Background: an optimization exercise with open tools, aiming at small area, a short achievable clock period and few clock cycles per item. Do not read the settings as production practice.
Function was checked by simulation only, so behaviour that the tests miss may differ from the original.
Power is estimated from default activity; no workload was simulated.

==> flow/design.v (excerpt) <==
module bcm_encoder (
    input  wire        clk,
    input  wire        rst,
    input  wire        cmd_valid,
    output wire        cmd_ready,
    input  wire [1:0]  cmd_op,
    input  wire [2:0]  cmd_t,
    input  wire [1:0]  cmd_mode,
    input  wire [5:0]  cmd_x,
    input  wire [3:0]  cmd_row,
    input  wire [23:0] cmd_top,
    input  wire [23:0] cmd_bot,
    input  wire [31:0] cmd_val,
    output wire        wr_valid,
    input  wire        wr_ready,
    output wire [12:0] wr_addr,
    output wire [15:0] wr_data,
    output wire        rsp_valid,
    output wire [7:0]  rsp_data
);
==> flow/config.mk <==
export PLATFORM = sky130hd
export DESIGN_NAME = bcm_encoder
export DESIGN_NICKNAME = bcm_encoder
export VERILOG_FILES = /design/flow/design.v
export SDC_FILE = /design/flow/constraint.sdc
export NUM_CORES = 4
export LEC_CHECK = 0
export ABC_AREA = 1
export CAP_MARGIN = 20
export CORE_MARGIN = 2
export CORE_UTILIZATION = 65
export PLACE_DENSITY = 0.75
export SLEW_MARGIN = 20
==> flow/constraint.sdc <==
create_clock -name core_clock -period 18.0 [get_ports {clk}]
set_input_delay 3.6000 -clock core_clock [delete_from_list [all_inputs] [get_ports {clk}]]
set_output_delay 3.6000 -clock core_clock [all_outputs]
set_load 0.01 [all_outputs]
standard.sh (not shown) runs the stock make flow with config.mk's settings and CLKGATE_MAP_FILE= SYNTH_SCRIPT=/design/flow/synth_recipe.tcl, a recipe that flattens the netlist after the stock synthesis.
==> flow/flow/run.sh <==
#!/bin/bash
# ORFS layout through the standard.sh, with these changes to how it is made:
#  - synthesis: the standard script, but ABC maps the logic with an area
#    script (strash; dch -f; amap), Yosys does not extract half/full adders and
#    inserts no buffers between register outputs and output ports (the port
#    buffers below are still inserted). Registers are mapped before ABC runs,
#    so they are the standard ones;
#  - port buffers are sky130_fd_sc_hd__buf_1 instead of the default delay buffer;
#  - CTS uses sky130_fd_sc_hd__clkbuf_8 and inserts no dummy loads;
#  - timing repair aims for a setup slack margin of 13.45 ns (the SDC is unchanged).
# Each step's full output goes to a log file in this folder.
set -euo pipefail
W=$PWD
rm -rf "$W/scripts_area"
cp -r "$FLOW_HOME/scripts" "$W/scripts_area"
printf 'strash\ndch -f\namap\ntopo\n' > "$W/scripts_area/abc_area.script"
export BUFFER_PORTS_ARGS="-buffer_cell sky130_fd_sc_hd__buf_1"
export CTS_ARGS="-sink_clustering_enable -repair_clock_nets -dont_use_dummy_load -buf_list sky130_fd_sc_hd__clkbuf_8"
export SETUP_SLACK_MARGIN=13.45
bash standard.sh SCRIPTS_DIR="$W/scripts_area" ADDER_MAP_FILE= SYNTH_INSBUF=0 synth > flow_synth.log 2>&1
bash standard.sh > flow_layout.log 2>&1
Testbench counts at the start, summed over its fixed seeds: cycles 131,262, items 16,384.
Next try:
--- a/flow/flow/run.sh
+++ b/flow/flow/run.sh
@@ -8,5 +8,5 @@
 #  - port buffers are sky130_fd_sc_hd__buf_1 instead of the default delay buffer;
 #  - CTS uses sky130_fd_sc_hd__clkbuf_8 and inserts no dummy loads;
-#  - timing repair aims for a setup slack margin of 13.45 ns (the SDC is unchanged).
+#  - timing repair aims for a setup slack margin of 13.3 ns (the SDC is unchanged).
 # Each step's full output goes to a log file in this folder.
 set -euo pipefail
@@ -17,5 +17,5 @@
 export BUFFER_PORTS_ARGS="-buffer_cell sky130_fd_sc_hd__buf_1"
 export CTS_ARGS="-sink_clustering_enable -repair_clock_nets -dont_use_dummy_load -buf_list sky130_fd_sc_hd__clkbuf_8"
-export SETUP_SLACK_MARGIN=13.45
+export SETUP_SLACK_MARGIN=13.3
 bash standard.sh SCRIPTS_DIR="$W/scripts_area" ADDER_MAP_FILE= SYNTH_INSBUF=0 synth > flow_synth.log 2>&1
 bash standard.sh > flow_layout.log 2>&1
--- a/flow/config.mk
+++ b/flow/config.mk
@@ -9,5 +9,5 @@
 export CAP_MARGIN = 20
 export CORE_MARGIN = 2
-export CORE_UTILIZATION = 65
-export PLACE_DENSITY = 0.75
+export CORE_UTILIZATION = 72
+export PLACE_DENSITY = 0.82
 export SLEW_MARGIN = 20
Effect: Wire length is lower by 12%. Power is lower by 3.0%. Synthesized area stays the same. Clock-buffer cell count stays the same. Global-route usage is higher by 0.46 points. Final cell count is lower by 2.9%.
Next try:
--- a/flow/config.mk
+++ b/flow/config.mk
@@ -9,5 +9,5 @@
 export CAP_MARGIN = 20
 export CORE_MARGIN = 2
-export CORE_UTILIZATION = 72
-export PLACE_DENSITY = 0.82
+export CORE_UTILIZATION = 65
+export PLACE_DENSITY = 0.75
 export SLEW_MARGIN = 20
Outcome:
- The new run passed the timing, design-rule and antenna checks
- power shrinks by 1.5%
- synthesized cell count does not change
- clock power shrinks by about 4%
- maximum frequency stays flat
- via count shrinks by 3.8%
- global-route usage shrinks by 4.2 points
- wire length shrinks by 2.9%
- cell count grows by 0.76%
- die area grows by 10%
- setup slack improves by 0.013 ns
- sequential cell count stays the same

---

Another version of the RTL of bcm_encoder (not shown whole).
Size in the first run: about 770 cells after synthesis, roughly 140 I/O pins, ~0.0073 mm2 of cells after synthesis.
## bcm_encoder
module bcm_encoder (
    input  wire        clk,
    input  wire        rst,
    input  wire        cmd_valid,
    output wire        cmd_ready,
    input  wire [1:0]  cmd_op,
    input  wire [2:0]  cmd_t,
    input  wire [1:0]  cmd_mode,
    input  wire [5:0]  cmd_x,
    input  wire [3:0]  cmd_row,
    input  wire [23:0] cmd_top,
    input  wire [23:0] cmd_bot,
    input  wire [31:0] cmd_val,
    output wire        wr_valid,
    input  wire        wr_ready,
    output wire [12:0] wr_addr,
    output wire [15:0] wr_data,
    output wire        rsp_valid,
    output wire [7:0]  rsp_data
);
export LEC_CHECK = 0
export ABC_AREA = 1
export CAP_MARGIN = 20
export CORE_MARGIN = 2
export CORE_UTILIZATION = 65
export PLACE_DENSITY = 0.75
export SLEW_MARGIN = 20
create_clock -name core_clock -period 18.0 [get_ports {clk}]
==> flow/flow/run.sh <==
#!/bin/bash
# ORFS layout through the standard.sh, with these changes to how it is made:
#  - synthesis: the standard script, but ABC maps the logic with an area
#    script (strash; dch -f; amap), Yosys does not extract half/full adders and
#    inserts no buffers between register outputs and output ports (the port
#    buffers below are still inserted). Registers are mapped before ABC runs,
#    so they are the standard ones;
#  - port buffers are sky130_fd_sc_hd__buf_1 instead of the default delay buffer;
#  - CTS uses sky130_fd_sc_hd__clkbuf_8 and inserts no dummy loads;
#  - timing repair aims for a setup slack margin of 13.3 ns (the SDC is unchanged).
# Each step's full output goes to a log file in this folder.
set -euo pipefail
W=$PWD
rm -rf "$W/scripts_area"
cp -r "$FLOW_HOME/scripts" "$W/scripts_area"
printf 'strash\ndch -f\namap\ntopo\n' > "$W/scripts_area/abc_area.script"
export BUFFER_PORTS_ARGS="-buffer_cell sky130_fd_sc_hd__buf_1"
export CTS_ARGS="-sink_clustering_enable -repair_clock_nets -dont_use_dummy_load -buf_list sky130_fd_sc_hd__clkbuf_8"
export SETUP_SLACK_MARGIN=13.45
bash standard.sh SCRIPTS_DIR="$W/scripts_area" ADDER_MAP_FILE= SYNTH_INSBUF=0 synth > flow_synth.log 2>&1
bash standard.sh > flow_layout.log 2>&1
Testbench counts at the start, summed over its fixed seeds: cycles 131,262, items 16,384.
Change:
--- a/flow/flow/run.sh
+++ b/flow/flow/run.sh
@@ -10 +10 @@
-#  - timing repair aims for a setup slack margin of 13.3 ns (the SDC is unchanged).
+#  - timing repair aims for a setup slack margin of 13 ns (the SDC is unchanged).
@@ -19 +19 @@
-export SETUP_SLACK_MARGIN=13.45
+export SETUP_SLACK_MARGIN=12.5
Effect:
- critical path depth climbs by 7
- final cell count goes down slightly
- cell area drops by a few percent
- non-clock buffer count drops by 17
- first-iteration DRC count shrinks by a few percent
- routed wire length goes down by roughly a tenth
Change:
--- a/flow/flow/run.sh
+++ b/flow/flow/run.sh
@@ -19 +19 @@
-export SETUP_SLACK_MARGIN=12.5
+export SETUP_SLACK_MARGIN=13
Settings changed: CORE_UTILIZATION 65 to 40, PLACE_DENSITY 0.75 to default.
Sequential power shrinks slightly.
Clock-buffer cell count stays the same.
Routed wire length shrinks by a few percent.
Sequential share of layout area shrinks by 1.3 points.
Worst setup slack improved by 0.44 ns.
Flip-flop and latch count does not change.
Via count shrinks by a few percent.
Synthesized cell count is unchanged.
Change:
--- a/flow/flow/run.sh
+++ b/flow/flow/run.sh
@@ -19 +19 @@
-export SETUP_SLACK_MARGIN=13
+export SETUP_SLACK_MARGIN=13.3
Settings changed: CORE_UTILIZATION 40 to 65, PLACE_DENSITY from default to 0.75.
Effect: The changed run produced a clean layout. Cell count went down by 7.6%. Clock-buffer cell count does not change. Global-route usage went up by 13 points. Area after synthesis does not change. Routed wire length went up by 0.65%. Setup slack gains 0.12 ns. Total power barely changes. Clock skew hardly moves. Sequential power hardly moves.

---

west:
Another version of the RTL of bcm_encoder (not shown whole).
Size: roughly 800 cells after synthesis, about 160 flip-flops, roughly 0.0076 mm² of cells after synthesis.
export LEC_CHECK = 0
export ABC_AREA = 1
export CAP_MARGIN = 20
export CORE_MARGIN = 2
export CORE_UTILIZATION = 40
export SLEW_MARGIN = 20
create_clock -name core_clock -period 18.0 [get_ports {clk}]
==> flow/flow/run.sh <==
#!/bin/bash
# ORFS layout through the standard.sh, with these changes to how it is made:
#  - synthesis: the standard script, but ABC maps the logic with an area
#    script (strash; dch -f; amap) and Yosys does not extract half/full adders.
#    Registers are mapped before ABC runs, so they are the standard ones;
#  - port buffers are sky130_fd_sc_hd__buf_1 instead of the default delay buffer;
#  - CTS inserts no dummy loads;
#  - timing repair aims for a setup slack margin of 13 ns (the SDC is unchanged).
# Each step's full output goes to a log file in this folder.
set -euo pipefail
W=$PWD
rm -rf "$W/scripts_area"
cp -r "$FLOW_HOME/scripts" "$W/scripts_area"
printf 'strash\ndch -f\namap\ntopo\n' > "$W/scripts_area/abc_area.script"
export BUFFER_PORTS_ARGS="-buffer_cell sky130_fd_sc_hd__buf_1"
export CTS_ARGS="-sink_clustering_enable -repair_clock_nets -dont_use_dummy_load -buf_list sky130_fd_sc_hd__clkbuf_8 -sink_clustering_size 30 -sink_clustering_max_diameter 80"
export SETUP_SLACK_MARGIN=13
bash standard.sh SCRIPTS_DIR="$W/scripts_area" ADDER_MAP_FILE= synth > flow_synth.log 2>&1
bash standard.sh > flow_layout.log 2>&1
Testbench counts of west, summed over its fixed seeds: cycles 131,208, items 16,384.
What south does differently from west at the input level:
==> flow/flow/run.sh <==
#!/bin/bash
# Standard ORFS layout (the standard.sh), with changes to how it is made:
#  - port buffers are sky130_fd_sc_hd__buf_1 instead of the default delay buffer;
#  - CTS inserts no dummy loads;
#  - timing repair aims for a setup slack margin of 13 ns (the SDC is unchanged).
# The full output of the layout goes to flow_standard.log in this folder.
set -euo pipefail
export BUFFER_PORTS_ARGS="-buffer_cell sky130_fd_sc_hd__buf_1"
export CTS_ARGS="-sink_clustering_enable -repair_clock_nets -dont_use_dummy_load"
export SETUP_SLACK_MARGIN=13
bash standard.sh > flow_standard.log 2>&1
==> summary.txt <==
- Worst path setup slack after routing: south vs west up 0.21 ns
- In the reports for south and west, the smaller core area belongs to west.
- [compare] base=west new=south: count of inverters other than clock inverters in the layout picked up an extra 82; area growth from synthesis to layout went down 5.3 points; share of total power in combinational logic saw a decrease; total length of routed met2 wires shows an increase of 5.5%.
- The run with more routed wire is south, not west.
- south: global routing met2 resource utilization 0.20 points above west

==> afterwards: timing with drivers on the ports <==
The flow's constraints put no driver on any port. The routed layouts listed below were extracted and timed again, unchanged, in two steps. Step 1, drivers: a clkbuf_16 drives clk and a buf_2 each remaining input, both assumed. Step 2 adds t to the input delays and takes it off the output delays; t is the mean of the earliest and latest rising clock arrival at the registers after step 1. Input paths then give back, and output paths get back, about the clock's delay inside the block. Three values: ideal, step 1, step 2; two values: the first two.
| run | shift t [ns] | setup WS [ns] | slew at the worst register clock pin (ns) |
|---|---|---|---|
| the first run of note 1 | 0.500 | 13.310 / 13.270 / 12.892 | 0.10 / 0.10 |
| the second run of note 1 | 0.494 | 13.314 / 13.281 / 12.978 | 0.11 / 0.11 |
| the third run of note 1 | 0.470 | 13.327 / 13.322 / 12.938 | 0.08 / 0.08 |
| the first run of note 2 | 0.477 | 13.373 / 13.334 / 12.992 | 0.09 / 0.09 |
| the second run of note 2 | 0.481 | 12.775 / 12.793 / 12.312 | 0.08 / 0.08 |
| the third run of note 2 | 0.485 | 13.218 / 13.239 / 12.755 | 0.09 / 0.09 |
| the fourth run of note 2 | 0.474 | 13.338 / 13.300 / 12.905 | 0.08 / 0.08 |
| west | 0.477 | 13.045 / 13.061 / 12.585 | 0.09 / 0.09 |
| south | 0.464 | 13.250 / 13.278 / 12.814 | 0.07 / 0.07 |
After both steps setup and hold are still met in every run listed.
